This design comes from an exercise in tuning for a short achievable clock period and few clock cycles on the open sky130 flow, not from production work.
Function was checked by simulation only, so behaviour that the tests miss may differ from the original.

==> design.v <==
module sisops_cpu (
    input  wire         clk,
    input  wire         rst,
    input  wire         start,
    input  wire [31:0]  pc_in,
    input  wire [319:0] regs_in,
    input  wire [63:0]  pt_in,
    input  wire [4:0]   pt_len_in,
    input  wire [7:0]   quantum,
    output wire         busy,
    output reg          done,
    output reg  [2:0]   cause,
    output reg  [47:0]  info,
    output reg  [31:0]  fpc,
    output wire [31:0]  pc_out,
    output wire [319:0] regs_out,
    output reg          mem_req,
    output reg          mem_we,
    output reg  [7:0]   mem_addr,
    output reg  [47:0]  mem_wdata,
    input  wire         mem_ready,
    input  wire         mem_rvalid,
    input  wire [47:0]  mem_rdata
);
    localparam [2:0] C_TIMER   = 3'd0;
    localparam [2:0] C_ADDR    = 3'd1;
    localparam [2:0] C_INVOP   = 3'd2;
    localparam [2:0] C_INVSYS  = 3'd3;
    localparam [2:0] C_STOP    = 3'd4;
    localparam [2:0] C_READ    = 3'd5;
    localparam [2:0] C_WRITE   = 3'd6;
    localparam [7:0] OP_LDI   = 8'd0;
    localparam [7:0] OP_LDD   = 8'd1;
    localparam [7:0] OP_STD   = 8'd2;
    localparam [7:0] OP_ADD   = 8'd3;
    localparam [7:0] OP_SUB   = 8'd4;
    localparam [7:0] OP_MULT  = 8'd5;
    localparam [7:0] OP_JMP   = 8'd6;
    localparam [7:0] OP_JMPIL = 8'd7;
    localparam [7:0] OP_JMPIE = 8'd8;
    localparam [7:0] OP_JMPIG = 8'd9;
    localparam [7:0] OP_SYS   = 8'd10;
    localparam [7:0] OP_STOP  = 8'd11;
    localparam [2:0] S_IDLE  = 3'd0;
    localparam [2:0] S_FETCH = 3'd1;
    localparam [2:0] S_FWAIT = 3'd2;
    localparam [2:0] S_EXEC  = 3'd3;
    localparam [2:0] S_MEM   = 3'd4;
    localparam [2:0] S_MWAIT = 3'd5;
    reg  [2:0]  state;
    reg  [31:0] pc;
    reg  [31:0] x [0:9];
    reg  [3:0]  pt [0:15];
    reg  [4:0]  pt_len;
    reg  [7:0]  qcnt;
    reg  [47:0] ir;
    reg  [7:0]  dpa;         
    integer i;
    assign busy   = (state != S_IDLE);
    assign pc_out = pc;
    genvar g;
    generate
        for (g = 0; g < 10; g = g + 1) begin : g_regs_out
            assign regs_out[32*g +: 32] = x[g];
        end
    endgenerate
    function automatic trans_ok(input [31:0] la, input [4:0] len);
        trans_ok = (la[31:8] == 24'd0) && ({1'b0, la[7:4]} < len);
    endfunction
    wire [7:0] fetch_pa = {pt[pc[7:4]], pc[3:0]};
    wire [7:0]  op   = ir[47:40];
    wire [3:0]  ra   = ir[39:36];
    wire [3:0]  rb   = ir[35:32];
    wire [31:0] imm  = ir[31:0];
    wire uses_a = (op <= OP_MULT) || (op == OP_JMPIL) || (op == OP_JMPIE) || (op == OP_JMPIG);
    wire uses_b = (op == OP_ADD) || (op == OP_SUB) || (op == OP_MULT);
    wire illegal = (op >= 8'd12) || (uses_a && ra > 4'd9) || (uses_b && rb > 4'd9);
    wire [31:0] va = x[ra];
    wire [31:0] vb = x[rb];
    wire [31:0] x8 = x[8];
    wire [31:0] x9 = x[9];
    wire [31:0] sum  = va + vb;
    wire [31:0] diff = va - vb;
    wire [31:0] prod = va * vb;
    wire [31:0] pc_next = pc + 32'd1;
    wire imm_ok = trans_ok(imm, pt_len);
    wire [7:0] imm_pa = {pt[imm[7:4]], imm[3:0]};
    wire x9_ok = trans_ok(x9, pt_len);
    wire [7:0] x9_pa = {pt[x9[7:4]], x9[3:0]};
    always @(*) begin
        mem_req   = 1'b0;
        mem_we    = 1'b0;
        mem_addr  = 8'd0;
        mem_wdata = 48'd0;
        if (state == S_FETCH && trans_ok(pc, pt_len)) begin
            mem_req  = 1'b1;
            mem_addr = fetch_pa;
        end else if (state == S_MEM) begin
            mem_req   = 1'b1;
            mem_addr  = dpa;
            mem_we    = (op == OP_STD);
            mem_wdata = {16'h0CFF, va};
        end
    end
    reg         cmp;         
    reg         fin;         
    reg  [2:0]  fin_cause;
    reg  [47:0] fin_info;
    reg         wr_x;        
    reg  [31:0] wr_val;
    reg         wr_pc;       
    reg  [31:0] pc_val;
    reg         go_mem;      
    reg  [7:0]  go_pa;
    always @(*) begin
        cmp       = 1'b0;
        fin       = 1'b0;
        fin_cause = C_TIMER;
        fin_info  = 48'd0;
        wr_x      = 1'b0;
        wr_val    = 32'd0;
        wr_pc     = 1'b0;
        pc_val    = pc_next;
        go_mem    = 1'b0;
        go_pa     = imm_pa;
        case (state)
            S_FETCH: begin
                if (!trans_ok(pc, pt_len)) begin
                    fin = 1'b1; fin_cause = C_ADDR; fin_info = {16'd0, pc};
                end
            end
            S_EXEC: begin
                if (illegal) begin
                    fin = 1'b1; fin_cause = C_INVOP; fin_info = ir;
                end else begin
                    case (op)
                        OP_LDI: begin
                            wr_x = 1'b1; wr_val = imm; wr_pc = 1'b1; cmp = 1'b1;
                        end
                        OP_LDD, OP_STD: begin
                            if (!imm_ok) begin
                                fin = 1'b1; fin_cause = C_ADDR; fin_info = {16'd0, imm};
                            end else begin
                                go_mem = 1'b1; go_pa = imm_pa;
                            end
                        end
                        OP_ADD: begin
                            wr_x = 1'b1; wr_val = sum; wr_pc = 1'b1; cmp = 1'b1;
                        end
                        OP_SUB: begin
                            wr_x = 1'b1; wr_val = diff; wr_pc = 1'b1; cmp = 1'b1;
                        end
                        OP_MULT: begin
                            wr_x = 1'b1; wr_val = prod; wr_pc = 1'b1; cmp = 1'b1;
                        end
                        OP_JMP: begin
                            wr_pc = 1'b1; pc_val = imm; cmp = 1'b1;
                        end
                        OP_JMPIL: begin
                            wr_pc = 1'b1; pc_val = va[31] ? imm : pc_next; cmp = 1'b1;
                        end
                        OP_JMPIE: begin
                            wr_pc = 1'b1; pc_val = (va == 32'd0) ? imm : pc_next; cmp = 1'b1;
                        end
                        OP_JMPIG: begin
                            wr_pc = 1'b1; pc_val = (!va[31] && va != 32'd0) ? imm : pc_next;
                            cmp = 1'b1;
                        end
                        OP_SYS: begin
                            if (x8 != 32'd1 && x8 != 32'd2) begin
                                fin = 1'b1; fin_cause = C_INVSYS; fin_info = {16'd0, x8};
                            end else if (!x9_ok) begin
                                fin = 1'b1; fin_cause = C_ADDR; fin_info = {16'd0, x9};
                            end else if (x8 == 32'd1) begin
                                wr_pc = 1'b1; fin = 1'b1; fin_cause = C_READ;
                            end else begin
                                go_mem = 1'b1; go_pa = x9_pa;
                            end
                        end
                        default: begin  
                            fin = 1'b1; fin_cause = C_STOP;
                        end
                    endcase
                end
            end
            S_MEM: begin
                if (mem_ready && op == OP_STD) begin
                    wr_pc = 1'b1; cmp = 1'b1;
                end
            end
            S_MWAIT: begin
                if (mem_rvalid) begin
                    wr_pc = 1'b1;
                    if (op == OP_LDD) begin
                        wr_x = 1'b1; wr_val = mem_rdata[31:0]; cmp = 1'b1;
                    end else begin  
                        fin = 1'b1; fin_cause = C_WRITE; fin_info = mem_rdata;
                    end
                end
            end
            default: ;
        endcase
        if (cmp && qcnt == 8'd1) begin
            fin = 1'b1; fin_cause = C_TIMER; fin_info = 48'd0;
        end
    end
    always @(posedge clk) begin
        if (rst) begin
            state <= S_IDLE;
            done  <= 1'b0;
        end else begin
            done <= fin;
            if (state == S_IDLE && start) begin
                pc     <= pc_in;
                for (i = 0; i < 10; i = i + 1)
                    x[i] <= regs_in[32*i +: 32];
                for (i = 0; i < 16; i = i + 1)
                    pt[i] <= pt_in[4*i +: 4];
                pt_len <= pt_len_in;
                qcnt   <= quantum;
            end
            if (wr_x)
                x[ra] <= wr_val;
            if (wr_pc)
                pc <= pc_val;
            if (cmp)
                qcnt <= qcnt - 8'd1;
            if (state == S_FWAIT && mem_rvalid)
                ir <= mem_rdata;
            if (go_mem)
                dpa <= go_pa;
            if (fin) begin
                cause <= fin_cause;
                info  <= fin_info;
                fpc   <= pc;
            end
            if (fin)
                state <= S_IDLE;
            else case (state)
                S_IDLE:  if (start)      state <= S_FETCH;
                S_FETCH: if (mem_ready)  state <= S_FWAIT;
                S_FWAIT: if (mem_rvalid) state <= S_EXEC;
                S_EXEC:  state <= go_mem ? S_MEM : S_FETCH;
                S_MEM:   if (mem_ready)  state <= (op == OP_STD) ? S_FETCH : S_MWAIT;
                S_MWAIT: if (mem_rvalid) state <= S_FETCH;
                default: state <= S_IDLE;
            endcase
        end
    end
endmodule
==> run.sh <==
#!/bin/bash
# synth_recipe.tcl (not shown) runs the flow's synth.tcl, then flattens the netlist and writes it again
# the make line also repeats each setting of config.mk as NAME=value (left out here)
make -C /OpenROAD-flow-scripts/flow DESIGN_CONFIG=/design/flow/config.mk WORK_HOME=/design/flow/orfs CLKGATE_MAP_FILE= SYNTH_SCRIPT=/design/flow/synth_recipe.tcl finish
==> config.mk <==
export PLATFORM = sky130hd
export DESIGN_NAME = sisops_cpu
export DESIGN_NICKNAME = sisops_cpu
export VERILOG_FILES = /design/flow/design.v
export SDC_FILE = /design/flow/constraint.sdc
export NUM_CORES = 4
export LEC_CHECK = 0
export CAP_MARGIN = 20
export CORE_MARGIN = 2
export CORE_UTILIZATION = 40
export SLEW_MARGIN = 30
==> constraint.sdc <==
create_clock -name core_clock -period 11.0 [get_ports {clk}]
set_input_delay 2.2000 -clock core_clock [delete_from_list [all_inputs] [get_ports {clk}]]
set_output_delay 2.2000 -clock core_clock [all_outputs]
set_load 0.01 [all_outputs]
==> results.cfg <==
[sta]
timing.final.hold_violations = 0
tightest_slew_ns = 1.10
fin_crit_sh_pct = 92.9
tns_ns = 0
postLayoutSetupSlackWorst_ns = 0.784
finClkSkew_ns = 0.0732
setup_violations = 0
rsz0062_at_grt = false
fin_crit_ns = 10.22
slew_viol_final = 0
max_freq_mhz = 97.9
max_slew_margin_pct = 26.8
hold_slack_ns = 0.568

[clocking]
postCtsSetupBuffers = 0
cts_tree = built
cts_buffer_depth = 3
cts_hold_buffers = 0
cts_buffers = 86
cts_resized = 0
insertion_delay_ns = 0.78
cts.sinks = 772
cts_root_buf = clkbuf_16
htree_levels = 3
clk_pin_slew_ns = 0.06

[critical_path]
crit_arrival_ns = 10.68
end_kind = flip-flop
critPathCapture = x[15][27]$_DFFE_PP_
reg2regPathDepth = 34
crit_buf_inv = 10
cpLargestDelayFamily = adder cells
worstSetupStartpointType = flip-flop
cp_slowest_stage_delay_ns = 0.67
critPathRequiredTime_ns = 11.46
path_max_fanout = 27
rr_endpoint = x[15][27]$_DFFE_PP_
crit_type = reg2reg
regToRegSetupSlack_ns = 0.78
cp.depth = 34
cp_slowest_cell = dfxtp_4

[global_routing]
grt_pass1_vias = 50700
grt_max_degree = 64
grt_overflow = 0
antenna_found_initial = 44
globalRouteTotalUtil_pct = 39.3
grt_pass1_wl_microns = 412000

[cells_and_area]
finalInstanceArea_sq_um = 75100
final_core_util_pct = 51.0
nNetsFinal = 7250
layout_commonest_cell = clkdlybuf4s50_1
most-common-layout-cells = clkdlybuf4s50_1, edfxtp_1, nand2_1
final_cells = 8215
drive_gt1_share_pct = 14.5
area_growth_pct = 26.8

[die]
core_sq_um = 147000
io_pins = 977
initial_core_util_pct = 40.2
die_w_microns = 389
die_area_sq_um = 151000
die_h_microns = 389
placementRows = 141

[synthesis]
ys.flop_type = edfxtp_1
synth_xor_area_share_pct = 2.47
synth_top_family_by_area = adder cells
synth_edf_count = 760
synth_simple_gate_area_share_pct = 10.9
ys_seq_elements = 772
async_flop_share_pct = 0
syn_inst = 5247
muxShareOfSynthArea_pct = 14.0
avgSynthCellArea_sq_um = 11.3
synth_cell_types = 90
netlist_area_sq_um = 59200
synth_compound_area_share_pct = 10.3
ys_warn_count = 2
synthAdderAreaFrac_pct = 17.4
synth_seq_area_share_pct = 39.0

[worst_hold_path]
min_from = ir[34]$_DFFE_PP_
worstHoldPathType = reg2reg
hold_depth = 1

[routing]
routed_wirelength_microns = 302000
highest_layer = met5
wire_per_inst_microns = 36.8
vias = 51600
drc_errors = 0
wl_met1_microns = 110000
viasPerCell = 6.28
wl_met3_microns = 40900
drt-initial-drc-count = 6712
drt_pass1_iterations = 9
ant_nets = 0
wl_met2_microns = 131000

[run]
maxCapViolCount = 0

[placement]
place_inst = 8033
io_buffers = 970
placed_area_sq_um = 72000
pre_cts_ws_ns = 0.852
gp_congestion = 1.00
dpl.hpwl_microns = 239000

[status]
outcome = timing/DRC/antenna clean
==> worst min-delay path by stage <==
stage | slack (ns) | endpoint
2_1_floorplan | 0.48 | flip-flop
3_3_place_gp | 0.55 | info[45]$_SDFFCE_PP0P_
3_5_place_dp | 0.55 | flip-flop
4_1_cts | 0.56 | flip-flop
5_1_grt | 0.59 | info[44]$_SDFFCE_PP0P_
6_report | 0.57 | flip-flop
==> worst register-to-register path: cells and delay by family, from the launching register on <==
kind,cells,cell delay [ns]
AO/OA/AOI/OAI,8,1.86
XOR/XNOR,1,0.25
adder cells (fa/ha/maj),9,3.99
buffers and inverters,10,1.62
flip-flops,1,0.67
multiplexers,3,1.06
AND/OR/NAND/NOR,3,0.46
==> synthesized netlist by cell type, drive strengths merged (15+ instances only) <==
library cell  instances  area (sq um)
edfxtp              760         22800
nand2               568          2130
inv                 508          1910
nor2                494          1860
fa                  409          8190
o21ai               357          1790
mux4                271          6100
clkbuf              239           897
a21oi               173           866
ha                  168          2100
mux2                120          1360
xnor2               106           943
buf                 103           686
a22oi                84           656
mux2i                82           833
nand3                62           310
or2                  56           350
xor2                 49           429
a22o                 47           412
nor3                 43           220
a21o                 42           315
nor2b                40           250
nor4                 40           265
o31ai                40           300
a31oi                36           225
a221oi               34           372
and3                 30           188
nand4                28           175
and2                 26           163
nand2b               21           131
o21a                 20           150
a222oi               19           190
nor3b                15           113
==> cells by family after synthesis <==
kind of cell / after synthesis
other: 1
and+or+nand+nor: 1464
DFF: 772
AOI/OAI and AO/OA: 948
buffers and inverters: 853
adders and majority gates: 577
xor gates and xnor gates: 159
muxes: 473
==> state kept, by name (all words and copies together) (netlist names), named ones only <==
name,flops
cause,3
done,1
dpa,8
fpc,32
info,48
ir,48
pc,32
pt,64
pt_len,5
qcnt,8
state,3
x,512
==> metal layers <==
| metal | GRT usage [%] | vias to the layer above |
|---|---|---|
| li1 | - | 20700 |
| met1 | 50.0 | 26100 |
| met2 | 58.4 | 4068 |
| met3 | 13.5 | 739 |
| met4 | 22.8 | 20 |
| met5 | 0 | - |
==> layout make-up <==
class | count | area [sq um]
antenna | 25 | 62.6
clock buffer | 104 | 2230
clock inverter | 53 | 752
fill | 13200 | 72200
inverter | 511 | 1920
multi-input combinational | 3627 | 33000
sequential | 772 | 23100
tap | 1930 | 2410
timing repair buffer | 1193 | 11600
Testbench counts, summed over its fixed seeds: cycles 84,931.

[static timing again, ports no longer ideal]
Ports are ideal in the flow. The routed layout listed here was re-timed in OpenROAD.
Step 1: set_driving_cell puts a clkbuf_16 on clk and a buf_2 on each other input, an assumption about the parent block.
Step 2 also shifts input and output timing later by t, the mid clock arrival at the registers, as if the neighbouring blocks saw the same clock.
Slacks: no drivers / after step 1 / after step 2; pairs: no drivers / after step 1.
t (ns): 0.835
setup WS [ns]: 0.784 / 0.784 / 0.784
worst hold slack (ns): 0.568 / 0.568 / 0.568
After both steps setup and hold are still met in this run. The setup slack of this run moves by 0.000 ns with the drivers and by 0.000 ns with both steps.
